Source: an optimization exercise on an open RTL-to-GDS flow (aim: small area, a short achievable clock period and few clock cycles). Production flows keep margins and buffers that such runs may drop. RTL that was checked went through simulation tests only; none was proved equivalent to the original. Power and IR drop assume default switching activity.

## job 105
==> flow/design.v (excerpt) <==
module rx_framer #(
    parameter CAP         = 128,         
    parameter IDX_W       = 7,           
    parameter MAX_PAYLOAD = 48,          
    parameter STG_AW      = 6            
) (
    input  wire             clk,
    input  wire             rst,           
    input  wire             init,          
    input  wire             rx_valid,      
    input  wire [7:0]       rx_data,
    input  wire             cfg_valid,     
    input  wire [7:0]       cfg_max_type,
    input  wire [1:0]       cfg_sel,       
    output wire [7:0]       val_type,      
    output wire [7:0]       val_len,
    input  wire             val_ok,
    output wire             disp_valid,    
    input  wire             disp_ready,
    output wire [1:0]       disp_tag,
    output wire [7:0]       disp_type,
    output wire [7:0]       disp_len,
    input  wire [STG_AW-1:0] stg_raddr,    
    output wire [7:0]       stg_rdata,
    output wire [IDX_W-1:0] rx_count,      
    output wire [15:0]      overflow_count,
    output wire             rx_fault,
    output wire             configured
);
For scale: ~99 I/O pins, about 62,000 um2 of cells after synthesis.
clock: 8.5 ns
lec_check: 0
cap_margin: 20
core_margin: 2
core_utilization: 40
setup_slack_margin: 3.9
slew_margin: 20
synth_hierarchical: 1
synth_minimum_keep_size: 0
run.sh (not shown) runs the stock make flow with config.mk's settings and CLKGATE_MAP_FILE= SYNTH_SCRIPT=/design/flow/synth_recipe.tcl, a recipe that flattens the netlist after the stock synthesis.
## Diff of input files: job 104 against job 105
diff --git a/flow/design.v b/flow/design.v
--- a/flow/design.v
+++ b/flow/design.v
@@ -215,23 +215,15 @@
     wire [IDX_W-1:0] occ_c    = tail - cursor_1;
     wire [IDX_W-1:0] occ_s    = tail - sh_pos;
     wire [IDX_W-1:0] occ_base = commit ? occ_c : jump_sh ? occ_s : count;
     wire [IDX_W-1:0] n_count  = ovf ? {IDX_W{1'b1}} : occ_base + {{(IDX_W-1){1'b0}}, rx_valid};
     wire             seq_step = stepping & ~jump_sh;
     wire             idle     = ~stepping & ~abort & ~(ovf & (cursor == head));
     wire             at_tail  = (rdptr == tail);
-    wire [127:0]     rd_sel   = 128'd1 << rdptr;
-    wire [1023:0]    ring_flat;
-    genvar           gr;
-    generate for (gr = 0; gr < CAP; gr = gr + 1) begin : g_rf
-        assign ring_flat[8*gr +: 8] = ring[gr];
-    end endgenerate
-    wire [7:0]       ring_q;
-    rx_framer_rd128 u_rd (.sel(rd_sel), .d(ring_flat), .q(ring_q));
-    wire [7:0]       f_byte   = at_tail ? rx_data : ring_q;
+    wire [7:0]       f_byte   = at_tail ? rx_data : ring[rdptr];
     wire             f_valid  = ~at_tail | rx_valid;
     reg  [7:0]       n_b_r;
     reg              n_b_valid;
     reg  [IDX_W-1:0] n_rdptr;
     always @* begin
         n_b_r     = b_r;
         n_b_valid = b_valid;
@@ -352,19 +344,7 @@
     always @* begin
         q = 8'h00;
         for (i = 0; i < 16; i = i + 1)
             q = q | ({8{row[i]}} & d[8*i +: 8]);
     end
     assign q_n = ~({8{grp}} & q);
 endmodule
-module rx_framer_rd128 (
-    input  wire [127:0]  sel,
-    input  wire [1023:0] d,
-    output reg  [7:0]    q
-);
-    integer i;
-    always @* begin
-        q = 8'h00;
-        for (i = 0; i < 128; i = i + 1)
-            q = q | ({8{sel[i]}} & d[8*i +: 8]);
-    end
-endmodule
==> run summary <==
- When the final numbers for job 104 and job 105 were put side by side, the CTS buffer count turned out to be smaller in job 105.
- Going from job 105 to job 104, post-route worst setup slack went down 27 ps; final instance area went up 3.2%; worst supply voltage drop on vdd went up about 1.1%.
- The synthesized area reported for job 104 is greater than that of job 105 by about 2.5%.
- Looking at job 104 and job 105, the routability congestion estimate from global placement is a wash.
- Across both runs, portion of the clock cycle consumed by the worst path in the final layout was higher for job 104 than for job 105.
- Compared to job 105, job 104 has total internal power 4.8% higher.
- Going from job 105 to job 104, via count of the routed design now smaller, power after layout now larger.
Testbench counts of job 104, summed over its fixed seeds: cycles 14,735.
Only the layout flow was run in job 105; the RTL was not checked for function there.

========
Another version of the RTL of rx_framer (not shown whole).
Size: about 3800 cells after synthesis, about 99 I/O pins, ~0.060 mm2 of cells after synthesis.
// rx_framer
module rx_framer #(
    parameter CAP         = 128,         
    parameter IDX_W       = 7,           
    parameter MAX_PAYLOAD = 48,          
    parameter STG_AW      = 6            
) (
    input  wire             clk,
    input  wire             rst,           
    input  wire             init,          
    input  wire             rx_valid,      
    input  wire [7:0]       rx_data,
    input  wire             cfg_valid,     
    input  wire [7:0]       cfg_max_type,
    input  wire [1:0]       cfg_sel,       
    output wire [7:0]       val_type,      
    output wire [7:0]       val_len,
    input  wire             val_ok,
    output wire             disp_valid,    
    input  wire             disp_ready,
    output wire [1:0]       disp_tag,
    output wire [7:0]       disp_type,
    output wire [7:0]       disp_len,
    input  wire [STG_AW-1:0] stg_raddr,    
    output wire [7:0]       stg_rdata,
    output wire [IDX_W-1:0] rx_count,      
    output wire [15:0]      overflow_count,
    output wire             rx_fault,
    output wire             configured
);
==> flow/config.mk <==
export PLATFORM = sky130hd
export DESIGN_NAME = rx_framer
export DESIGN_NICKNAME = rx_framer
export VERILOG_FILES = /design/flow/design.v
export SDC_FILE = /design/flow/constraint.sdc
export NUM_CORES = 4
export LEC_CHECK = 0
export CAP_MARGIN = 20
export CORE_MARGIN = 2
export CORE_UTILIZATION = 65
export CTS_CLUSTER_DIAMETER = 100
export CTS_CLUSTER_SIZE = 24
export SETUP_SLACK_MARGIN = 4.4
export SLEW_MARGIN = 20
export SYNTH_HIERARCHICAL = 1
export SYNTH_MINIMUM_KEEP_SIZE = 0
==> flow/constraint.sdc <==
create_clock -name core_clock -period 8.5 [get_ports {clk}]
set_input_delay 1.7000 -clock core_clock [delete_from_list [all_inputs] [get_ports {clk}]]
set_output_delay 1.7000 -clock core_clock [all_outputs]
set_load 0.01 [all_outputs]
Testbench counts at the start, summed over its fixed seeds: cycles 14,796.
Change:
--- a/flow/design.v
+++ b/flow/design.v
@@ -45,20 +45,21 @@
         begin
             x = c ^ {b, 8'h00};
             for (k = 0; k < 8; k = k + 1)
                 x = x[15] ? ((x << 1) ^ 16'h1021) : (x << 1);
             crc16_update = x;
         end
     endfunction
     reg [7:0]       ring [0:CAP-1];
     reg [7:0]       stg  [0:MAX_PAYLOAD-1];
     reg [IDX_W-1:0] head, tail, cursor;
+    reg [IDX_W-1:0] count;          
     reg [15:0]      ovf_cnt;
     reg             fault;
     reg             spec_lost;
     reg [2:0]       pstate;
     reg             disp_pend;      
     reg [7:0]       packet_type;
     reg             seq_a5;         
     reg [5:0]       payload_length;
     reg [5:0]       pidx;           
     reg [15:0]      running_checksum;
@@ -192,20 +193,25 @@
             else if (stepping || (ovf && cursor == head))
                 n_cursor = cursor_1;
             else
                 n_cursor = cursor;
         end
         n_tail      = rx_valid ? tail_1 : tail;
         n_ovf       = ovf ? ovf_cnt + 16'd1 : ovf_cnt;
         n_fault     = fault | ovf;
         n_spec_lost = ovf | (spec_lost & ~abort & ~(stepping & (pstate == S_LEN) & len_ok));
     end
+    wire [IDX_W-1:0] tail_n   = rx_valid ? tail_1 : tail;
+    wire [IDX_W-1:0] occ_c    = tail_n - cursor_1;
+    wire [IDX_W-1:0] occ_s    = tail_n - sh_pos;
+    wire [IDX_W-1:0] occ_h    = count + {{(IDX_W-1){1'b0}}, rx_valid};
+    wire [IDX_W-1:0] n_count  = ovf ? {IDX_W{1'b1}} : commit ? occ_c : jump_sh ? occ_s : occ_h;
     wire             seq_step = stepping & ~jump_sh;
     wire             idle     = ~stepping & ~abort & ~(ovf & (cursor == head));
     wire             at_tail  = (rdptr == tail);
     wire [127:0]     rd_sel   = 128'd1 << rdptr;
     wire [1023:0]    ring_flat;
     genvar           gr;
     generate for (gr = 0; gr < CAP; gr = gr + 1) begin : g_rf
         assign ring_flat[8*gr +: 8] = ring[gr];
     end endgenerate
     wire [7:0]       ring_q;
@@ -224,32 +230,34 @@
             n_b_valid = f_valid;
             n_rdptr   = f_valid ? rdptr + 1'b1 : rdptr;
         end else if (!idle || jump_sh) begin
             n_b_valid = 1'b0;
             n_rdptr   = n_cursor;
         end
     end
     always @(posedge clk) begin
         if (rst || init) begin
             head              <= {IDX_W{1'b0}};
+            count             <= {IDX_W{1'b0}};
             tail              <= {IDX_W{1'b0}};
             cursor            <= {IDX_W{1'b0}};
             ovf_cnt           <= 16'd0;
             fault             <= 1'b0;
             spec_lost         <= 1'b0;
             pstate            <= S_AWAIT1;
             disp_pend         <= 1'b0;
             sh_state          <= 2'd0;
             b_valid           <= 1'b0;
             rdptr             <= {IDX_W{1'b0}};
         end else begin
             head              <= n_head;
+            count             <= n_count;
             tail              <= n_tail;
             cursor            <= n_cursor;
             ovf_cnt           <= n_ovf;
             fault             <= n_fault;
             spec_lost         <= n_spec_lost;
             pstate            <= n_pstate;
             disp_pend         <= n_disp_pend;
             sh_state          <= n_sh_state;
             b_valid           <= n_b_valid;
             rdptr             <= n_rdptr;
@@ -300,21 +308,21 @@
         rx_framer_nor28 u (.a(stg_t2[2*gs]), .b(stg_t2[2*gs+1]), .y(stg_t3[gs]));
     end endgenerate
     rx_framer_nand38 u_s4 (.a(stg_t3[0]), .b(stg_t3[1]), .c(stg_t3[2]), .y(stg_q));
     assign val_type       = packet_type;
     assign val_len        = b;
     assign disp_valid     = disp_pend;
     assign disp_tag       = sel;
     assign disp_type      = packet_type;
     assign disp_len       = {2'b00, payload_length};
     assign stg_rdata      = stg_q;
-    assign rx_count       = tail - head;
+    assign rx_count       = count;
     assign overflow_count = ovf_cnt;
     assign rx_fault       = fault;
     assign configured     = cfg_done;
 endmodule
 module rx_framer_ao8 (
     input  wire [7:0]  sel,
     input  wire [63:0] d,
     output reg  [7:0]  y
 );
     integer i;
The new run passed the timing, DRC and antenna checks.
Count of clock-buffer cells in the layout is lower by 1.
Clock skew is higher by 0.014 ns.
Power is higher by 0.90%.
Routed wire length barely changes.
Die area is higher by 0.40%.
Via count is about the same.
Non-clock buffer count is lower by 16.
Clock power barely changes.
Utilization barely changes.
Setup slack gains 0.073 ns.
Cell area stays flat.
Sequential cell count is higher by 7.
First-iteration DRC count is lower by 8.4%.
Testbench counts after the change, summed over its fixed seeds: cycles 14,796.

[separate check: timing with driven ports]
No port has a modelled driver above. Below, the same layouts with a new extraction and two added sets of constraints. Step 1 sets driving cells, clkbuf_16 on the clock port and buf_2 on the other inputs (assumed; they add their load-dependent delay and slew). Step 2 moves the port delays by t, midway between the first and last clock arrival at a register: inputs arrive t later, outputs are due t later. That takes back most of the time a late clock gives input paths. a / b / c = no drivers / after step 1 / after step 2; a / b = the first two.
run	t, ns	slack for setup (ns)	clock arrival spread, ns	worst register clock-pin slew, ns	worst data-port slew with drivers (ns)
job 105	0.863	3.455 / 3.388 / 3.204	0.063 / 0.063	0.06 / 0.06	0.07
job 104	0.859	3.429 / 3.365 / 3.155	0.063 / 0.064	0.07 / 0.07	0.06
the first run of note 2	0.742	3.628 / 3.556 / 3.556	0.029 / 0.029	0.10 / 0.10	0.09
the second run of note 2	0.748	3.701 / 3.601 / 3.601	0.039 / 0.039	0.11 / 0.11	0.10
After both steps every run listed still meets setup and hold. The setup slack of job 104, which loses most, moves by -0.064 ns with the drivers and by -0.274 ns with both steps.
